Context: an optimization exercise on an open-source flow, tuned for small area, a short achievable clock period and few clock cycles. The choices shown serve that exercise and are no tape-out recipe. Only simulation tests tie the RTL to the original design; equivalence was not proved. Power and IR drop assume default switching activity.

==> flow/design.v (excerpt) <==
module jbd_bms_parser (
    input  wire        clk,
    input  wire        rst,         
    input  wire        cmd_valid,
    input  wire [15:0] cmd_word,
    output wire        cmd_ready,
    input  wire [11:0] rd_addr,
    output wire [31:0] rd_data
);
Size in the first run: about 7200 cells after synthesis, ~2200 flip-flops, ~64 I/O pins, about 75000 sq um of cells after synthesis.
==> flow/config.mk <==
export PLATFORM = sky130hd
export DESIGN_NAME = jbd_bms_parser
export DESIGN_NICKNAME = jbd_bms_parser
export VERILOG_FILES = /design/flow/design.v
export SDC_FILE = /design/flow/constraint.sdc
export NUM_CORES = 8
export LEC_CHECK = 0
export ABC_AREA = 0
export CAP_MARGIN = 20
export CORE_MARGIN = 2
export CORE_UTILIZATION = 55
export CTS_CLUSTER_DIAMETER = 80
export CTS_CLUSTER_SIZE = 20
export PLACE_DENSITY = 0.7
export SETUP_SLACK_MARGIN = 4.0
export SLEW_MARGIN = 20
export SYNTH_HIERARCHICAL = 1
==> flow/constraint.sdc <==
create_clock -name core_clock -period 10.0 [get_ports {clk}]
set_input_delay 2.0000 -clock core_clock [delete_from_list [all_inputs] [get_ports {clk}]]
set_output_delay 2.0000 -clock core_clock [all_outputs]
set_load 0.01 [all_outputs]
run.sh (not shown) runs the stock make flow with config.mk's settings and CLKGATE_MAP_FILE= SYNTH_SCRIPT=/design/flow/synth_recipe.tcl, a recipe that flattens the netlist after the stock synthesis.
The first run finished clean.
Testbench counts at the start, summed over its fixed seeds: cycles 10,075.
Change:
- CTS_CLUSTER_DIAMETER: 80 -> 75
- CTS_CLUSTER_SIZE: 20 -> 24
Result: Worst hold slack improves by 12 ps; combinational power is lower by 5.1%; synthesized cell count is unchanged; worst setup slack got worse by 57 ps; count of clock-buffer cells in the layout came out lower by 27.
Change:
- CTS_CLUSTER_DIAMETER: 75 -> 80
- CTS_CLUSTER_SIZE: 24 -> 20
- SETUP_SLACK_MARGIN: 4.0 -> 4.5
Routed wire length rose by 3.4%.
Final area rose by 2.2%.
Fmax hardly moves.
Utilization rose by 1.4 points.
Power rose by 3.3%.
Change:
- CTS_CLUSTER_DIAMETER: 80 -> 65
- CTS_CLUSTER_SIZE: 20 -> 30
- SETUP_SLACK_MARGIN: 4.5 -> 4.0
After rerunning:
- The changed run produced a clean layout
- wire length falls by 0.65%
- clock power rises by 3.7%
- maximum frequency rises by 1.7%
- final cell count stays flat
- sequential share of layout area rises by 0.29 points
- non-clock buffer count falls by 20
- sequential cell count is unchanged
- design area falls by 0.51%
Change:
- CORE_UTILIZATION: 55 -> 57
- CTS_CLUSTER_DIAMETER: 65 -> 80
- CTS_CLUSTER_SIZE: 30 -> 20
- PLACE_DENSITY: 0.7 -> 0.72
What happened:
- total power is lower by 1.4%
- wire length rises by 2.6%
- hold slack loses 10 ps
- utilization grows by 2.4 points

## P
Another version of the RTL of jbd_bms_parser (not shown whole).
Size: roughly 7700 cells after synthesis, ~2200 flip-flops, ~64 I/O pins.
clock: 10.0 ns
lec_check: 0
abc_area: 1
cap_margin: 20
core_margin: 2
core_utilization: 55
cts_cluster_diameter: 70
cts_cluster_size: 26
place_density: 0.7
setup_slack_margin: 4.0
slew_margin: 20
Testbench counts of P, summed over its fixed seeds: cycles 10,075.
## Diff of input files: Q against P
# P
export LEC_CHECK = 0
export ABC_AREA = 1
export CAP_MARGIN = 20
export CORE_MARGIN = 2
export CORE_UTILIZATION = 55
export CTS_CLUSTER_DIAMETER = 70
export CTS_CLUSTER_SIZE = 26
export PLACE_DENSITY = 0.7
export SETUP_SLACK_MARGIN = 4.0
export SLEW_MARGIN = 20
create_clock -name core_clock -period 10.0 [get_ports {clk}]
# Q
export LEC_CHECK = 0
export ABC_AREA = 0
export CAP_MARGIN = 20
export CORE_MARGIN = 2
export CORE_UTILIZATION = 55
export CTS_CLUSTER_DIAMETER = 80
export CTS_CLUSTER_SIZE = 20
export PLACE_DENSITY = 0.7
export SETUP_SLACK_MARGIN = 4.0
export SLEW_MARGIN = 20
export SYNTH_HIERARCHICAL = 1
create_clock -name core_clock -period 10.0 [get_ports {clk}]
Notes after the runs:
Multi-input gate area in the final layout (Q / P): 1.09. Relative to P, the maximum frequency of Q is lower by 2.5 MHz. Comparing Q and P, the higher total of clock buffers placed in the layout is on Q. Q — critical path depth 3 lower, P as reference.

RTL: one of the versions met above, not the one the previous note started from.
Size: ~2200 flip-flops, about 75000 sq um of cells after synthesis.
clock: 10.0 ns
lec_check: 0
abc_area: 0
cap_margin: 20
core_margin: 2
core_utilization: 55
cts_cluster_diameter: 70
cts_cluster_size: 26
place_density: 0.7
setup_slack_margin: 4.0
slew_margin: 20
synth_hierarchical: 1
The starting point produced a clean layout.
Testbench counts at the start, summed over its fixed seeds: cycles 10,075.
Edit:
--- a/flow/config.mk
+++ b/flow/config.mk
@@ -7,3 +7,3 @@
 export LEC_CHECK = 0
-export ABC_AREA = 0
+export ABC_AREA = 1
 export CAP_MARGIN = 20
@@ -11,4 +11,4 @@
 export CORE_UTILIZATION = 55
-export CTS_CLUSTER_DIAMETER = 70
-export CTS_CLUSTER_SIZE = 26
+export CTS_CLUSTER_DIAMETER = 80
+export CTS_CLUSTER_SIZE = 20
 export PLACE_DENSITY = 0.7
What happened:
- The changed run completed without violations
- utilization goes up by 0.56 points
- die area goes up by about 6%
- global-route usage goes up by 3.5 points
- clock skew goes up by 0.0088 ns
- flip-flop and latch count is unchanged
- sequential share of layout area goes down by 3.7 points
- total power goes up by 2.4%
- maximum frequency goes up by 3.2%

RTL: one of the versions met above, not the one the previous note started from.
Size: about 7700 cells after synthesis, roughly 2200 flip-flops, ~64 I/O pins, roughly 77000 µm² of cells after synthesis.
Design jbd_bms_parser, start of the top module:
module jbd_bms_parser (
    input  wire        clk,
    input  wire        rst,         
    input  wire        cmd_valid,
    input  wire [15:0] cmd_word,
    output wire        cmd_ready,
    input  wire [11:0] rd_addr,
    output wire [31:0] rd_data
);
    localparam [7:0] OP_NOP      = 8'h00,
                     OP_CLEAR    = 8'h01,
                     OP_PUSH     = 8'h02,
                     OP_VALIDATE = 8'h03,
                     OP_DECODE   = 8'h04,
                     OP_PARSE    = 8'h05;
    localparam [3:0] R_OK           = 4'h0,
                     R_INCOMPLETE   = 4'h1,
                     R_BAD_START    = 4'h2,
                     R_BAD_END      = 4'h3,
                     R_LEN_MISMATCH = 4'h4,
                     R_DEV_STATUS   = 4'h5,
                     R_UNKNOWN_TYPE = 4'h6,
                     R_CSUM         = 4'h7,
                     R_UNSUPPORTED  = 4'h8,
                     R_REC_SIZE     = 4'h9,
                     R_NOT_VALID    = 4'hA,
                     R_ILLEGAL      = 4'hB;
    localparam [1:0] ST_NONE = 2'd0, ST_VALIDATE = 2'd1, ST_DECODE = 2'd2, ST_COMMAND = 2'd3;
  ...
Settings: LEC_CHECK=0, ABC_AREA=1, CAP_MARGIN=20, CORE_MARGIN=2, CORE_UTILIZATION=50, CTS_CLUSTER_DIAMETER=80, CTS_CLUSTER_SIZE=20, PLACE_DENSITY=0.65, SETUP_SLACK_MARGIN=5, SLEW_MARGIN=20; clock period 10.0 ns.
The first run finished clean.
Testbench counts at the start, summed over its fixed seeds: cycles 10,075.
Rerun with:
- CORE_UTILIZATION: 50 -> 60
- PLACE_DENSITY: 0.65 -> 0.74
- SETUP_SLACK_MARGIN: 5 -> 4.0
Now the flow did not get past global routing. Area after synthesis does not change. Synthesized cell count is unchanged.
Rerun with:
- CORE_UTILIZATION: 60 -> 55
- PLACE_DENSITY: 0.74 -> 0.76
Effect: Now the flow produced a clean layout; synthesized area stays the same; synthesized cell count stays the same.
Rerun with:
- GPL_ROUTABILITY_DRIVEN: not set -> 0
- PLACE_DENSITY: 0.76 -> 0.7
=> The new run did not get past global routing (GRT-0232); synthesized area is unchanged; synthesized cell count does not change.

[separate check: timing with driven ports]
The flow's constraints put no driver on any port. The routed layouts listed below were extracted and timed again, unchanged, in two steps.
Step 1 (the two cells are an assumption about what drives the block):
set clk [get_ports {clk}]
set_driving_cell -lib_cell sky130_fd_sc_hd__clkbuf_16 $clk
set_driving_cell -lib_cell sky130_fd_sc_hd__buf_2 [delete_from_list [all_inputs] $clk]
Step 2, shift: input delay + t, output delay - t, t = (earliest + latest rising clock arrival at the registers) / 2. This alone moves slack from input paths to output paths.
Three values: ideal ports, drivers, drivers and shift; two values: the first two.
run | t, ns | setup slack, ns | hold WS [ns] | worst setup path after step 2 | latest minus earliest clock arrival (ns)
the first run of note 1 | 0.881 | 3.032 / 2.912 / 2.912 | 0.323 / 0.323 / 0.323 | input to output | 0.053 / 0.052
the second run of note 1 | 0.858 | 2.974 / 2.856 / 2.856 | 0.336 / 0.336 / 0.336 | input to output | 0.056 / 0.056
the third run of note 1 | 0.879 | 2.963 / 2.902 / 2.902 | 0.321 / 0.321 / 0.321 | input to output | 0.052 / 0.051
the fourth run of note 1 | 0.843 | 3.082 / 2.995 / 2.995 | 0.339 / 0.339 / 0.339 | input to output | 0.098 / 0.098
the fifth run of note 1 | 0.875 | 2.942 / 2.860 / 2.860 | 0.329 / 0.329 / 0.329 | input to output | 0.042 / 0.042
P | 0.906 | 2.966 / 2.823 / 2.823 | 0.324 / 0.324 / 0.324 | input to output | 0.076 / 0.075
Q | 0.888 | 2.841 / 2.713 / 2.713 | 0.336 / 0.336 / 0.336 | input to output | 0.046 / 0.046
the first run of note 3 | 0.855 | 2.987 / 2.928 / 2.928 | 0.338 / 0.338 / 0.338 | input to output | 0.077 / 0.077
the second run of note 3 | 0.883 | 3.204 / 3.158 / 3.158 | 0.318 / 0.318 / 0.318 | input to output | 0.055 / 0.055
the first run of note 4 | 0.898 | 2.988 / 2.872 / 2.872 | 0.305 / 0.305 / 0.305 | input to output | 0.076 / 0.076
the third run of note 4 | 0.922 | 2.890 / 2.677 / 2.677 | 0.330 / 0.330 / 0.330 | input to output | 0.066 / 0.066
After both steps every run listed still meets setup and hold. The setup slack of the third run of note 4, which loses most, moves by -0.213 ns with the drivers and by -0.213 ns with both steps.
